This is an optimization exercise on Yosys and OpenROAD, whose aim is small area, a short achievable clock period and few clock cycles, not a production implementation. At most, simulation tests tie the RTL to the original design; equivalence was not proved.

## main
==> flow/design.v (excerpt) <==
module fdc_engine (
    input  wire        clk,
    input  wire        rst,
    input  wire        cmd_valid,
    output wire        cmd_ready,
    input  wire [31:0] cmd_word,
    input  wire [31:0] cmd_arg,
    input  wire        cmd_empty,
    input  wire        in_valid,
    output wire        in_ready,
    input  wire [7:0]  in_data,
    input  wire        in_last,
    output wire        out_valid,
    input  wire        out_ready,
    output wire [7:0]  out_data,
    output wire        done,
    output wire [7:0]  status
);
==> flow/config.mk <==
export PLATFORM = sky130hd
export DESIGN_NAME = fdc_engine
export DESIGN_NICKNAME = fdc_engine
export VERILOG_FILES = /design/flow/design.v
export SDC_FILE = /design/flow/constraint.sdc
export NUM_CORES = 4
export LEC_CHECK = 0
export CAP_MARGIN = 20
export CORE_MARGIN = 2
export CORE_UTILIZATION = 40
export PLACE_DENSITY = 0.6
export SETUP_SLACK_MARGIN = 1.7
export SLEW_MARGIN = 20
export SYNTH_HIERARCHICAL = 1
==> flow/constraint.sdc <==
create_clock -name core_clock -period 3.6 [get_ports {clk}]
set_input_delay 0.7200 -clock core_clock [delete_from_list [all_inputs] [get_ports {clk}]]
set_output_delay 0.7200 -clock core_clock [all_outputs]
set_load 0.01 [all_outputs]
standard.sh (not shown) runs the stock make flow with config.mk's settings and CLKGATE_MAP_FILE= SYNTH_SCRIPT=/design/flow/synth_recipe.tcl, a recipe that flattens the netlist after the stock synthesis.
==> flow/flow/run.sh <==
#!/bin/bash
# Own layout flow: the standard ORFS flow, with the port buffers made
# from sky130_fd_sc_hd__buf_2 instead of the default delay-buffer family, and
# the timing repair free to change a cell's footprint. Everything else
# (synthesis, floorplan, power grid, CTS, routing) is the standard flow.
set -euo pipefail
W=$PWD
cat > "$W/own.mk" <<EOM
include $W/config.mk
export BUFFER_PORTS_ARGS = -buffer_cell sky130_fd_sc_hd__buf_2
export MATCH_CELL_FOOTPRINT = 0
EOM
sed "s#DESIGN_CONFIG=[^ ]*#DESIGN_CONFIG=$W/own.mk#" standard.sh > "$W/own_standard.sh"
bash "$W/own_standard.sh" > "$W/own_flow.log" 2>&1
The inputs of the feature branch differ from those of main as listed below.
-- flow/design.v --
<<< main, line 191
    wire [15:0] dhi = 16'd1 << in_data[7:4];
    reg  pat_clr;
    reg  pat_we;
    wire pat_keep = !pat_clr;
    wire [15:0] wlo = 16'd1 << lb[3:0];
    wire [15:0] whi = 16'd1 << lb[7:4];
    wire [15:0] dhi_we = whi & {16{pat_we}};
    genvar gi;
    generate
>>> the feature branch, line 191
    wire [15:0] dhi = 16'd1 << in_data[7:4];
    reg  pat_clr;
    wire pat_keep = !pat_clr;
    wire pat_we   = !rst && in_fire && k_set;
    wire [15:0] dhi_we = dhi & {16{pat_we}};
    genvar gi;
    generate
<<< main, line 203
                .keep (pat_keep),
                .wa   (dhi_we[gi / 16]),
                .wb   (wlo[gi % 16]),
                .q    (cfg_pat[gi])
            );
>>> the feature branch, line 201
                .keep (pat_keep),
                .wa   (dhi_we[gi / 16]),
                .wb   (dlo[gi % 16]),
                .q    (cfg_pat[gi])
            );
<<< main, line 343
        end
        pat_clr <= rst || (cmd_fire && c_ok && (c_set || c_rst));
        pat_we  <= !rst && in_fire && k_set;
        od    <= od_n;
        fresh <= fresh_n;
>>> the feature branch, line 341
        end
        pat_clr <= rst || (cmd_fire && c_ok && (c_set || c_rst));
        od    <= od_n;
        fresh <= fresh_n;
Results
The feature branch ended up with a lower data required time at the worst endpoint than main did.
Compared to main, the feature branch leaves less free space in the core.
The feature branch: done, clean on timing, DRC and antenna
| wire length of the first global-routing pass | higher: main |
Between main and the feature branch, the flow reports synthesized cell count decreasing slightly.
The critical path endpoint comes out g_pat[148].u_bit.q in one run and od[7] in the other, namely in main and the feature branch respectively.
Final net count was higher in the feature branch than in main.
In the feature branch, the setup slack came out 0.13 ns above the value in main.
The feature branch ends up with a clock sink count that is about 0.3% lower than in main.
Detailed-route vias per instance, main and the feature branch: smaller value in the feature branch
Lower final worst-path cycle share goes to the feature branch over main.
The feature branch vs. main: max-slew violation count saw little to no change; overall routing resource usage saw little to no change; top fanout value on the critical path saw a decrease.
Testbench counts of the feature branch, summed over its fixed seeds: cycles 15,081.
Function not checked in main: the RTL went through the layout flow alone.

[what the ideal ports hide]
The results above use ideal ports. As a check the final layouts listed here were re-extracted and re-timed, cells and wires unchanged. Step 1: set_driving_cell puts a clkbuf_16 on clk and a buf_2 on each other input, an assumption about the parent block. Step 2, shift: input delay + t, output delay - t, t = (earliest + latest rising clock arrival at the registers) / 2. This alone moves slack from input paths to output paths. a / b / c = ideal ports / drivers / drivers and shift; a / b = the first two.
| run | t (ns) | slack for setup (ns) | clock arrival spread, ns | slew at the worst register clock pin (ns) |
|---|---|---|---|---|
| main | 0.551 | 1.486 / 1.486 / 1.129 | 0.012 / 0.012 | 0.06 / 0.06 |
| the feature branch | 0.555 | 1.621 / 1.621 / 1.111 | 0.024 / 0.024 | 0.06 / 0.06 |
After both steps every run listed still meets setup and hold. The setup slack of the feature branch, which loses most, moves by 0.000 ns with the drivers and by -0.510 ns with both steps.
